What follows belongs to an exercise in optimizing a design on an open flow for a short achievable clock period and few clock cycles; a production flow would make more cautious choices. Only simulation tests tie the RTL to the original design; equivalence was not proved. No activity file was given, so power comes from the tool's default toggle rates.

==> config.mk <==
export PLATFORM = sky130hd
export DESIGN_NAME = xasm_core
export DESIGN_NICKNAME = xasm_core
export VERILOG_FILES = /design/flow/design.v
export SDC_FILE = /design/flow/constraint.sdc
export NUM_CORES = 4
export LEC_CHECK = 0
export CAP_MARGIN = 20
export CORE_MARGIN = 2
export CORE_UTILIZATION = 40
export SLEW_MARGIN = 20
==> constraint.sdc <==
create_clock -name core_clock -period 10.0 [get_ports {clk}]
set_input_delay 2.0000 -clock core_clock [delete_from_list [all_inputs] [get_ports {clk}]]
set_output_delay 2.0000 -clock core_clock [all_outputs]
set_load 0.01 [all_outputs]
==> design.v <==
module xasm_core (
    input  wire        clk,
    input  wire        rst,         
    input  wire        irq,         
    output wire [15:0] mem_addr,
    output wire [15:0] mem_wdata,
    output wire        mem_we,
    input  wire [15:0] mem_rdata,
    output wire        halted,
    output wire [1:0]  halt_code,
    output wire        waiting
);
    localparam [1:0] PH_FETCH = 2'd0, PH_OPF = 2'd1, PH_EXEC = 2'd2, PH_INT = 2'd3;
    localparam [1:0] M_A = 2'd0, M_B = 2'd1, M_C = 2'd2, M_D = 2'd3;
    localparam [15:0] INT_VECTOR = 16'd1000;
    localparam [1:0] HC_HALT = 2'd0, HC_ILLEGAL = 2'd1, HC_RANGE = 2'd2, HC_UNREACH = 2'd3;
    localparam FV = 0, FS = 1, FZ = 2, FC = 3;
    reg [15:0] R [0:15];
    reg [15:0] PC, SP, IR, MDR, ADR, T, IVR;
    reg [3:0]  FLAG;
    reg [1:0]  phase;
    reg [3:0]  imp;
    reg        pending;
    reg        halted_r;
    reg [1:0]  code_r;
    wire        cls1 = ~IR[15];
    wire        cls2 = (IR[15:13] == 3'b100);
    wire        cls3 = (IR[15:13] == 3'b110);
    wire        cls4 = (IR[15:13] == 3'b111);
    wire [2:0]  opc1 = IR[14:12];
    wire [1:0]  mas  = IR[11:10];
    wire [3:0]  rs   = IR[9:6];
    wire [1:0]  mad  = IR[5:4];
    wire [3:0]  rd   = IR[3:0];
    wire [6:0]  opc2 = IR[12:6];
    wire [4:0]  opc3 = IR[12:8];
    wire [12:0] opc4 = IR[12:0];
    wire illegal = (cls1 && opc1 == 3'd7) ||
                   (cls2 && opc2 > 7'd14) ||
                   (IR[15:13] == 3'b101) ||
                   (cls3 && opc3 > 5'd7) ||
                   (cls4 && opc4 > 13'd18);
    wire [15:0] Rrs = R[rs];
    wire [15:0] Rrd = R[rd];
    wire [15:0] D = (mad == M_B) ? Rrd : MDR;
    reg  [3:0]  alu_op;
    reg  [15:0] alu_d, alu_s;
    reg  [15:0] alu_r;
    reg  [3:0]  alu_f;       
    localparam [3:0] A_PASS = 4'd0, A_ADD = 4'd1, A_SUB = 4'd2, A_AND = 4'd3,
                     A_OR = 4'd4, A_XOR = 4'd5, A_ZERO = 4'd6, A_ASL = 4'd7,
                     A_ASR = 4'd8, A_LSR = 4'd9, A_ROL = 4'd10, A_ROR = 4'd11,
                     A_RLC = 4'd12, A_RRC = 4'd13;
    reg [16:0] sum;
    always @(*) begin
        alu_r = 16'h0000;
        alu_f = FLAG;
        sum   = 17'd0;
        case (alu_op)
            A_PASS: alu_r = alu_s;
            A_ADD: begin
                sum = {1'b0, alu_d} + {1'b0, alu_s};
                alu_r = sum[15:0];
                alu_f[FC] = sum[16];
                alu_f[FV] = ~(alu_s[15] ^ alu_d[15]) & (alu_r[15] ^ sum[16]);
            end
            A_SUB: begin
                sum = {1'b0, alu_d} + {1'b0, ~alu_s} + 17'd1;
                alu_r = sum[15:0];
                alu_f[FC] = sum[16];
                alu_f[FV] = (alu_s[15] ^ alu_d[15]) & (alu_r[15] ^ alu_d[15]);
            end
            A_AND:  alu_r = alu_d & alu_s;
            A_OR:   alu_r = alu_d | alu_s;
            A_XOR:  alu_r = alu_d ^ alu_s;
            A_ZERO: alu_r = 16'h0000;
            A_ASL: begin alu_r = {alu_d[14:0], 1'b0};       alu_f[FC] = alu_d[15]; end
            A_ASR: begin alu_r = {alu_d[15], alu_d[15:1]};  alu_f[FC] = alu_d[0];  end
            A_LSR: begin alu_r = {1'b0, alu_d[15:1]};       alu_f[FC] = alu_d[0];  end
            A_ROL: begin alu_r = {alu_d[14:0], alu_d[15]};  alu_f[FC] = alu_d[15]; end
            A_ROR: begin alu_r = {alu_d[0], alu_d[15:1]};   alu_f[FC] = alu_d[0];  end
            A_RLC: begin alu_r = {alu_d[14:0], FLAG[FC]};   alu_f[FC] = alu_d[15]; end
            A_RRC: begin alu_r = {FLAG[FC], alu_d[15:1]};   alu_f[FC] = alu_d[0];  end
            default: alu_r = 16'h0000;
        endcase
        alu_f[FZ] = (alu_r == 16'h0000);
        alu_f[FS] = alu_r[15];
    end
    reg [15:0] PC_n, SP_n, IR_n, MDR_n, ADR_n, T_n, IVR_n;
    reg [3:0]  FLAG_n;
    reg [1:0]  phase_n;
    reg [3:0]  imp_n;
    reg        pend_n;
    reg        halt_n;
    reg [1:0]  code_n;
    reg        rf_we;
    reg [3:0]  rf_wa;
    reg [15:0] rf_wd;
    reg        we;
    reg [3:0]  n;            
    task goto_phase(input [1:0] p);
        begin
            phase_n = p;
            imp_n   = 4'd1;
        end
    endtask
    task end_instruction;
        begin
            if (pend_n) goto_phase(PH_INT);
            else        goto_phase(PH_FETCH);
        end
    endtask
    task do_halt(input [1:0] c);
        begin
            halt_n = 1'b1;
            code_n = c;
        end
    endtask
    task wb1(input [15:0] v);
        begin
            if (mad == M_B) begin
                rf_we = 1'b1; rf_wa = rd; rf_wd = v;
                end_instruction();
            end else begin
                MDR_n = v;
            end
        end
    endtask
    task wb2;
        begin
            we = 1'b1;
            end_instruction();
        end
    endtask
    function [3:0] c1_alu(input [2:0] o);
        case (o)
            3'd0: c1_alu = A_PASS;
            3'd1: c1_alu = A_ADD;
            3'd2: c1_alu = A_SUB;
            3'd3: c1_alu = A_SUB;
            3'd4: c1_alu = A_AND;
            3'd5: c1_alu = A_OR;
            default: c1_alu = A_XOR;
        endcase
    endfunction
    function [3:0] c2_alu(input [3:0] o);
        case (o)
            4'd0: c2_alu = A_ZERO;
            4'd1: c2_alu = A_SUB;
            4'd2: c2_alu = A_ADD;
            4'd3: c2_alu = A_SUB;
            4'd4: c2_alu = A_ASL;
            4'd5: c2_alu = A_ASR;
            4'd6: c2_alu = A_LSR;
            4'd7: c2_alu = A_ROL;
            4'd8: c2_alu = A_ROR;
            4'd9: c2_alu = A_RLC;
            default: c2_alu = A_RRC;
        endcase
    endfunction
    always @(*) begin
        alu_op = A_PASS; alu_s = T; alu_d = D;
        if (cls1) begin
            alu_op = c1_alu(opc1);
        end else if (cls2) begin
            alu_op = c2_alu(opc2[3:0]);
            case (opc2[3:0])
                4'd1: begin alu_s = D; alu_d = 16'h0000; end        
                4'd2, 4'd3: begin alu_s = 16'h0001; alu_d = D; end  
                default: ;
            endcase
        end
    end
    reg cond;
    always @(*) begin
        PC_n = PC; SP_n = SP; IR_n = IR; MDR_n = MDR; ADR_n = ADR; T_n = T;
        IVR_n = IVR; FLAG_n = FLAG; phase_n = phase; imp_n = imp + 4'd1;
        pend_n = pending; halt_n = halted_r; code_n = code_r;
        rf_we = 1'b0; rf_wa = rd; rf_wd = 16'h0000;
        we = 1'b0;
        n = imp;
        cond = 1'b0;
        if (!halted_r) begin
            case (phase)
            PH_FETCH: begin
                case (imp)
                    4'd1: ADR_n = PC;
                    4'd2: begin IR_n = mem_rdata; PC_n = PC + 16'd2; end
                    4'd3: begin
                        if (illegal)                      do_halt(HC_ILLEGAL);
                        else if (cls1)                    goto_phase(PH_OPF);
                        else if (cls2 && mad != M_B)      goto_phase(PH_OPF);
                        else                              goto_phase(PH_EXEC);
                    end
                    default: do_halt(HC_RANGE);
                endcase
            end
            PH_OPF: begin
                if (imp == 4'd1 && cls1 && mas == M_D && mad == M_B) begin
                    do_halt(HC_UNREACH);
                end else begin
                    if (imp == 4'd1 && IR[15]) begin
                        n = 4'd6;
                        imp_n = 4'd7;
                    end
                    if (n >= 4'd1 && n <= 4'd5) begin
                        case (mas)
                            M_A: case (n)
                                4'd1: ADR_n = PC;
                                4'd2: begin MDR_n = mem_rdata; PC_n = PC + 16'd2; end
                                4'd3: begin T_n = MDR; imp_n = 4'd6; end
                                default: do_halt(HC_RANGE);
                            endcase
                            M_B: case (n)
                                4'd1: begin T_n = Rrs; imp_n = 4'd6; end
                                default: do_halt(HC_RANGE);
                            endcase
                            M_C: case (n)
                                4'd1: ADR_n = Rrs;
                                4'd2: MDR_n = mem_rdata;
                                4'd3: begin T_n = MDR; imp_n = 4'd6; end
                                default: do_halt(HC_RANGE);
                            endcase
                            default: case (n)
                                4'd1: ADR_n = PC;
                                4'd2: begin MDR_n = mem_rdata; PC_n = PC + 16'd2; end
                                4'd3: ADR_n = Rrs + MDR;
                                4'd4: MDR_n = mem_rdata;
                                4'd5: begin T_n = MDR; imp_n = 4'd6; end
                                default: do_halt(HC_RANGE);
                            endcase
                        endcase
                    end else if (n >= 4'd6 && n <= 4'd9) begin
                        case (mad)
                            M_A: case (n)
                                4'd6: ADR_n = PC;
                                4'd7: begin MDR_n = mem_rdata; PC_n = PC + 16'd2; goto_phase(PH_EXEC); end
                                default: do_halt(HC_RANGE);
                            endcase
                            M_B: case (n)
                                4'd6: goto_phase(PH_EXEC);
                                default: do_halt(HC_RANGE);
                            endcase
                            M_C: case (n)
                                4'd6: ADR_n = Rrd;
                                4'd7: begin MDR_n = mem_rdata; goto_phase(PH_EXEC); end
                                default: do_halt(HC_RANGE);
                            endcase
                            default: case (n)
                                4'd6: ADR_n = PC;
                                4'd7: begin MDR_n = mem_rdata; PC_n = PC + 16'd2; end
                                4'd8: ADR_n = Rrd + MDR;
                                4'd9: begin MDR_n = mem_rdata; goto_phase(PH_EXEC); end
                                default: do_halt(HC_RANGE);
                            endcase
                        endcase
                    end else begin
                        do_halt(HC_RANGE);
                    end
                end
            end
            PH_EXEC: begin
                if (cls1) begin
                    case (imp)
                        4'd1: begin
                            case (opc1)
                                3'd0, 3'd4, 3'd5, 3'd6: begin
                                    FLAG_n[FZ] = alu_f[FZ];
                                    FLAG_n[FS] = alu_f[FS];
                                    wb1(alu_r);
                                end
                                3'd1, 3'd2: begin
                                    FLAG_n = alu_f;
                                    wb1(alu_r);
                                end
                                default: begin   
                                    FLAG_n = alu_f;
                                    end_instruction();
                                end
                            endcase
                        end
                        4'd2: if (mad != M_B && opc1 != 3'd3) wb2(); else do_halt(HC_RANGE);
                        default: do_halt(HC_RANGE);
                    endcase
                end else if (cls2) begin
                    if (opc2 <= 7'd10) begin
                        case (imp)
                            4'd1: begin
                                if (opc2 == 7'd0) begin
                                    FLAG_n[FZ] = 1'b1;
                                    FLAG_n[FS] = 1'b0;
                                end else begin
                                    FLAG_n = alu_f;
                                end
                                wb1(alu_r);
                            end
                            4'd2: if (mad != M_B) wb2(); else do_halt(HC_RANGE);
                            default: do_halt(HC_RANGE);
                        endcase
                    end else begin
                        case (opc2[3:0])
                            4'd11: begin  
                                if (imp == 4'd1) begin PC_n = D; end_instruction(); end
                                else do_halt(HC_RANGE);
                            end
                            4'd12: begin  
                                case (imp)
                                    4'd1: begin T_n = D; SP_n = SP - 16'd2; end
                                    4'd2: begin ADR_n = SP; MDR_n = PC; end
                                    4'd3: we = 1'b1;
                                    4'd4: begin PC_n = T; end_instruction(); end
                                    default: do_halt(HC_RANGE);
                                endcase
                            end
                            4'd13: begin  
                                case (imp)
                                    4'd1: begin T_n = D; SP_n = SP - 16'd2; end
                                    4'd2: begin ADR_n = SP; MDR_n = T; end
                                    4'd3: begin we = 1'b1; end_instruction(); end
                                    default: do_halt(HC_RANGE);
                                endcase
                            end
                            default: begin  
                                case (imp)
                                    4'd1: T_n = ADR;
                                    4'd2: ADR_n = SP;
                                    4'd3: begin MDR_n = mem_rdata; SP_n = SP + 16'd2; end
                                    4'd4: begin
                                        if (mad == M_B) begin
                                            rf_we = 1'b1; rf_wa = rd; rf_wd = MDR;
                                            end_instruction();
                                        end else begin
                                            ADR_n = T;
                                        end
                                    end
                                    4'd5: if (mad != M_B) begin we = 1'b1; end_instruction(); end
                                          else do_halt(HC_RANGE);
                                    default: do_halt(HC_RANGE);
                                endcase
                            end
                        endcase
                    end
                end else if (cls3) begin
                    case (opc3[2:0])
                        3'd0: cond = 1'b1;
                        3'd1: cond = ~FLAG[FZ];
                        3'd2: cond =  FLAG[FZ];
                        3'd3: cond = ~FLAG[FS];
                        3'd4: cond =  FLAG[FC];
                        3'd5: cond = ~FLAG[FC];
                        3'd6: cond =  FLAG[FV];
                        default: cond = ~FLAG[FV];
                    endcase
                    if (imp == 4'd1) begin
                        if (cond) PC_n = PC + {{8{IR[7]}}, IR[7:0]};
                        end_instruction();
                    end else begin
                        do_halt(HC_RANGE);
                    end
                end else begin
                    case (opc4[4:0])
                        5'd0, 5'd1, 5'd2, 5'd3, 5'd4, 5'd5, 5'd6, 5'd7,
                        5'd8, 5'd9, 5'd10: begin
                            if (imp == 4'd1) begin
                                case (opc4[3:0])
                                    4'd0: FLAG_n[FC] = 1'b0;
                                    4'd1: FLAG_n[FV] = 1'b0;
                                    4'd2: FLAG_n[FZ] = 1'b0;
                                    4'd3: FLAG_n[FS] = 1'b0;
                                    4'd4: FLAG_n[FC] = 1'b1;
                                    4'd5: FLAG_n[FV] = 1'b1;
                                    4'd6: FLAG_n[FZ] = 1'b1;
                                    4'd7: FLAG_n[FS] = 1'b1;
                                    4'd8: FLAG_n = 4'b0000;
                                    4'd9: FLAG_n = 4'b1111;
                                    default: ;             
                                endcase
                                end_instruction();
                            end else do_halt(HC_RANGE);
                        end
                        5'd11, 5'd16: begin  
                            case (imp)
                                4'd1: ADR_n = SP;
                                4'd2: begin MDR_n = mem_rdata; SP_n = SP + 16'd2; end
                                4'd3: begin PC_n = MDR; end_instruction(); end
                                default: do_halt(HC_RANGE);
                            endcase
                        end
                        5'd12: begin  
                            case (imp)
                                4'd1: ADR_n = SP;
                                4'd2: begin MDR_n = mem_rdata; SP_n = SP + 16'd2; end
                                4'd3: begin PC_n = MDR; ADR_n = SP; end
                                4'd4: begin MDR_n = mem_rdata; SP_n = SP + 16'd2; end
                                4'd5: begin
                                    FLAG_n = MDR[3:0];
                                    pend_n = 1'b0;
                                    end_instruction();
                                end
                                default: do_halt(HC_RANGE);
                            endcase
                        end
                        5'd13: begin  
                            if (imp == 4'd1) do_halt(HC_HALT);
                            else do_halt(HC_RANGE);
                        end
                        5'd14: begin  
                            if (imp == 4'd1) begin
                                if (pending) goto_phase(PH_INT);
                                else imp_n = 4'd1;
                            end else do_halt(HC_RANGE);
                        end
                        5'd15, 5'd17: begin  
                            case (imp)
                                4'd1: SP_n = SP - 16'd2;
                                4'd2: begin
                                    ADR_n = SP;
                                    MDR_n = (opc4[4:0] == 5'd15) ? PC : {12'h000, FLAG};
                                end
                                4'd3: begin we = 1'b1; end_instruction(); end
                                default: do_halt(HC_RANGE);
                            endcase
                        end
                        default: begin  
                            case (imp)
                                4'd1: ADR_n = SP;
                                4'd2: begin MDR_n = mem_rdata; SP_n = SP + 16'd2; end
                                4'd3: begin FLAG_n = MDR[3:0]; end_instruction(); end
                                default: do_halt(HC_RANGE);
                            endcase
                        end
                    endcase
                end
            end
            default: begin
                case (imp)
                    4'd1: SP_n = SP - 16'd2;
                    4'd2: begin ADR_n = SP; MDR_n = {12'h000, FLAG}; end
                    4'd3: we = 1'b1;
                    4'd4: SP_n = SP - 16'd2;
                    4'd5: begin ADR_n = SP; MDR_n = PC; end
                    4'd6: we = 1'b1;
                    4'd7: PC_n = IVR;
                    4'd8: goto_phase(PH_FETCH);
                    default: do_halt(HC_RANGE);
                endcase
            end
            endcase
            if (halt_n) begin
                PC_n = PC; SP_n = SP; IR_n = IR; MDR_n = MDR; ADR_n = ADR; T_n = T;
                FLAG_n = FLAG; phase_n = phase; pend_n = pending;
                rf_we = 1'b0; we = 1'b0;
            end
        end else begin
            imp_n = imp;
        end
        if (irq) begin
            pend_n = 1'b1;
            IVR_n  = INT_VECTOR;
        end
    end
    integer i;
    always @(posedge clk) begin
        if (rst) begin
            for (i = 0; i < 16; i = i + 1) R[i] <= 16'h0000;
            PC <= 16'h0000; SP <= 16'h0000; IR <= 16'h0000; MDR <= 16'h0000;
            ADR <= 16'h0000; T <= 16'h0000; IVR <= 16'h0000; FLAG <= 4'h0;
            phase <= PH_FETCH; imp <= 4'd1; pending <= 1'b0;
            halted_r <= 1'b0; code_r <= HC_HALT;
        end else begin
            if (rf_we) R[rf_wa] <= rf_wd;
            PC <= PC_n; SP <= SP_n; IR <= IR_n; MDR <= MDR_n; ADR <= ADR_n;
            T <= T_n; IVR <= IVR_n; FLAG <= FLAG_n;
            phase <= phase_n; imp <= imp_n; pending <= pend_n;
            halted_r <= halt_n; code_r <= code_n;
        end
    end
    assign mem_addr  = ADR_n;
    assign mem_wdata = MDR;
    assign mem_we    = we & ~rst;
    assign halted    = halted_r;
    assign halt_code = code_r;
    assign waiting   = ~halted_r & (phase == PH_EXEC) & (IR == 16'hE00E) & ~pending;
endmodule
==> run.sh <==
#!/bin/bash
# synth_recipe.tcl (not shown) runs the flow's synth.tcl, then flattens the netlist and writes it again
# the make line also repeats each setting of config.mk as NAME=value (left out here)
make -C /OpenROAD-flow-scripts/flow DESIGN_CONFIG=/design/flow/config.mk WORK_HOME=/design/flow/orfs CLKGATE_MAP_FILE= SYNTH_SCRIPT=/design/flow/synth_recipe.tcl finish
==> out/qor.yml <==
logic_synthesis:
  synth_warnings: 1
  synthAdderAreaFrac_pct: 4.92
  synth.net_count: 3953
  async_flop_share_pct: 0
  synth.distinct_cells: 104
  synth_edf_count: 256
  syn_inst: 3808
  syn_area_um2: 32800
  synthSimpleGateAreaFrac_pct: 19.3
  ys.flop_type: "edfxtp_1"
  synth_area_per_cell_um2: 8.62
  synth_top_family_by_area: "compound AO/OA/AOI/OAI gates"
  synth_compound_area_share_pct: 23.8
  ys_ff_latch: 378
  synthMuxAreaShare_pct: 13.8
  synth_xor_area_share_pct: 1.71
  synth-seq-area-share_pct: 30.9
pwr:
  p_comb_share_pct: 52.5
  p_sw_mw: 3.64
  p_per_area_nw_per_um2: 214
  total_power_mw: 7.65
  p_int_mw: 4.02
  cellLeakagePower_nw: 12.1
  vdd_drop_max_v: 0.000159
  seqPwrFrac_pct: 26.7
  swShare_pct: 47.5
  power.share.clock_pct: 20.8
clock_tree:
  postCtsResizedCells: 0
  cts_tree: "yes"
  hold_buffers: 0
  cts_setup_buffers: 0
  cts.htree.levels: 2
  clockBufferDepth: 3
  ctsRootBufferMaster: "clkbuf_16"
  clkSinkCount: 378
  cts_inserted_buffers: 43
  clkLatencyLatePin_ps: 640
  path_clk_slew_ps: 60
outcome:
  status: "no timing/DRC/antenna violations"
grt:
  grt_pass1_wl_um: 223000
  antenna_found_initial: 5
  grtUsageTotal_pct: 35.6
  grt_max_degree: 63
  grt_pass1_vias: 31200
  grt_overflow: 0
die:
  pin_count: 56
  die_y_um: 290
  die_w_um: 290
  fp.coreArea_um2: 81700
  rows: 105
  start_util_pct: 40.2
  die_area_um2: 84400
sta:
  min_period_ps: 8680
  fmax_mhz: 115
  fin_skew_ps: 45.8
  slew_viol_final: 0
  finalSetupViolations: 0
  final_hold_viol_count: 0
  rsz0062_at_grt: "false"
  slew_headroom_pct: 24.5
  setup_slack_ps: 1320
  fin_crit_sh_pct: 86.8
  setup_tns_ps: 0
  tightest_slew_ps: 1100
flow_run:
  max_cap_viol_count: 0
drt:
  wl_per_cell_um: 32.2
  drc_errors: 0
  drt-total-wl_um: 155000
  dr.pass1.iters: 13
  viasPerCell: 6.98
  drt_iter0_markers: 5374
  vias: 33600
  ant_nets: 0
setup_path:
  arrival_ps: 6680
  cp-end-kind: "output port"
  cp_cell_sequence: "buf_4, mux4_2, mux4_2, ha_1, nand3_1, a21oi_1, nor3_1, o31ai_1, a2111oi_0, or4b_2, a21oi_1, o21ai_0, a31oi_1, a211oi_1, clkdlybuf4s50_1"
  critical_path_class: "flip-flop to output port"
  crit_path_max_fanout: 37
  slowest_delay_ps: 960
  cp.required_ps: 8000
  critPathLaunchType: "flip-flop"
  cpMaxStageDelayCell: "dfxtp_2"
placed_design:
  dpl.hpwl_um: 106000
  port_buffers: 55
  gp_congestion: 1.02
  place_ws_ps: 2020
worst_hold_path:
  hold_path.class: "flip-flop to flip-flop"
cells_and_area:
  fin_util_pct: 43.9
  layout.nets: 3847
  syn_to_final_growth_pct: 9.23
  drive_gt1_share_pct: 12.3
power by group through the flow:
stage                     sequential [mW]  combinational (mW)  clock [mW]
final                                2.05                4.02        1.59
after global routing                 2.06                4.19        1.66
after CTS                            2.03                3.83        1.60
after detailed placement             2.06                3.82           0
after global placement               2.06                3.83           0
after floorplan                      1.88                2.50           0
registers in the layout (all words and copies together), names as in the netlist, named ones only:
register  cells
ADR          16
R           256
phase         2
MDR          16
pending       1
T            16
SP           15
PC           16
imp           4
FLAG          4
IR           16
halted_r      1
IVR           1
code_r        2
per-layer routing:
metal | up-vias | share of wire [%] | GRT usage [%]
li1 | 14200 | - | -
met4 | 10 | 7.7 | 21.8
met2 | 2601 | 42 | 53.1
met1 | 16100 | 37 | 45.6
met3 | 647 | 13 | 10.2
met5 | - | 0.042 | 0
Yosys cell counts (32+ instances only):
| master | count | share of area [%] |
|---|---|---|
| o211ai_1 | 40 | 0.92 |
| a22oi_1 | 35 | 0.80 |
| nand2_1 | 397 | 4.5 |
| nand3_1 | 59 | 0.90 |
| dfxtp_1 | 122 | 7.4 |
| o22ai_1 | 54 | 1.0 |
| and2_1 | 46 | 0.88 |
| edfxtp_1 | 256 | 23 |
| a31oi_1 | 50 | 0.95 |
| buf_2 | 58 | 0.88 |
| a221oi_1 | 77 | 2.1 |
| xnor2_1 | 39 | 1.0 |
| inv_1 | 95 | 1.1 |
| o21ai_0 | 233 | 3.6 |
| nor2_1 | 573 | 6.6 |
| nor3_1 | 80 | 1.2 |
| mux4_2 | 148 | 10 |
| a211oi_1 | 56 | 1.3 |
| a21oi_1 | 226 | 3.4 |
| clkbuf_1 | 269 | 3.1 |
| nand2b_1 | 32 | 0.61 |
| mux2i_1 | 94 | 2.9 |
| ha_1 | 121 | 4.6 |
| o221ai_1 | 33 | 0.88 |
worst max-delay path: cells and delay by family, from the launching register on:
| kind | cells | cell delay, ps |
|---|---|---|
| muxes | 2 | 910 |
| DFF | 1 | 960 |
| adders and majority gates | 1 | 390 |
| and+or+nand+nor | 3 | 890 |
| buffers and inverters | 2 | 1060 |
| AOI/OAI and AO/OA | 7 | 1820 |
cells in the final DEF (no fill, tap or decap), types with 77 or more instances in the layout:
cell,instances
o21ai_0,231
buf_4,153
ha_1,118
nor3_1,78
a21oi_1,226
nor2_1,572
inv_1,95
a221oi_1,77
nand2_1,397
dfxtp_1,115
edfxtp_1,256
mux4_2,148
mux2i_1,94
cells by family after synthesis:
| logic type | after synthesis |
|---|---|
| simple gates | 1393 |
| compound gates | 1130 |
| buf+inv | 457 |
| flops | 378 |
| mux | 260 |
| fa+ha+maj | 126 |
| xor+xnor | 64 |
final timing paths:
kind              slack, ps  cells past startpoint  startpoint            to
setup / recovery       1320                     15   flip-flop  mem_addr[14]
hold / removal          550                      2   code_r[0]     code_r[0]
setup reg to reg       2370                     18   flip-flop      R[0][15]
hold reg to reg         550                      2   code_r[0]     code_r[0]
stage by stage:
| step | hold slack, ps | cells | cell area (um2) |
|---|---|---|---|
| after detailed placement | 538 | 4727 | 34500 |
| after floorplan | 435 | 3808 | 32800 |
| after CTS | 553 | 4803 | 35800 |
| final | 554 | 4805 | 35800 |
| after global routing | 591 | 4803 | 35800 |
| after global placement | 514 | 4726 | 34500 |
area by class of cell:
class                   instances  area [um2]
clock buffers                  50        1110
fillers                      8088       45900
well taps                    1070        1340
multi-input cells            2973       20900
repair buffers                209        1720
diodes                          2        5.00
flip-flops and latches        378       10100
clock inverters                26         241
inverters                      97         364
Testbench counts, summed over its fixed seeds: cycles 625,035.

[separate check: timing with driven ports]
How much do the figures lean on ideal ports? The routed layout below was timed once more, with nothing changed but the port constraints. Step 1 assumes that a clkbuf_16 drives the clock port and a buf_2 every other input. Step 2 adds t to the input delays and takes it off the output delays; t is the mean of the earliest and latest rising clock arrival at the registers after step 1. Input paths then give back, and output paths get back, about the clock's delay inside the block. Three values: no drivers, after step 1, after step 2; two values: the first two.
shift t [ns]: 0.684
slack for setup (ns): 1.318 / 1.246 / 1.930
clock arrival spread, ns: 0.046 / 0.046
After both steps this run still meets setup and hold. The setup slack of this run moves by -0.072 ns with the drivers and by +0.612 ns with both steps.
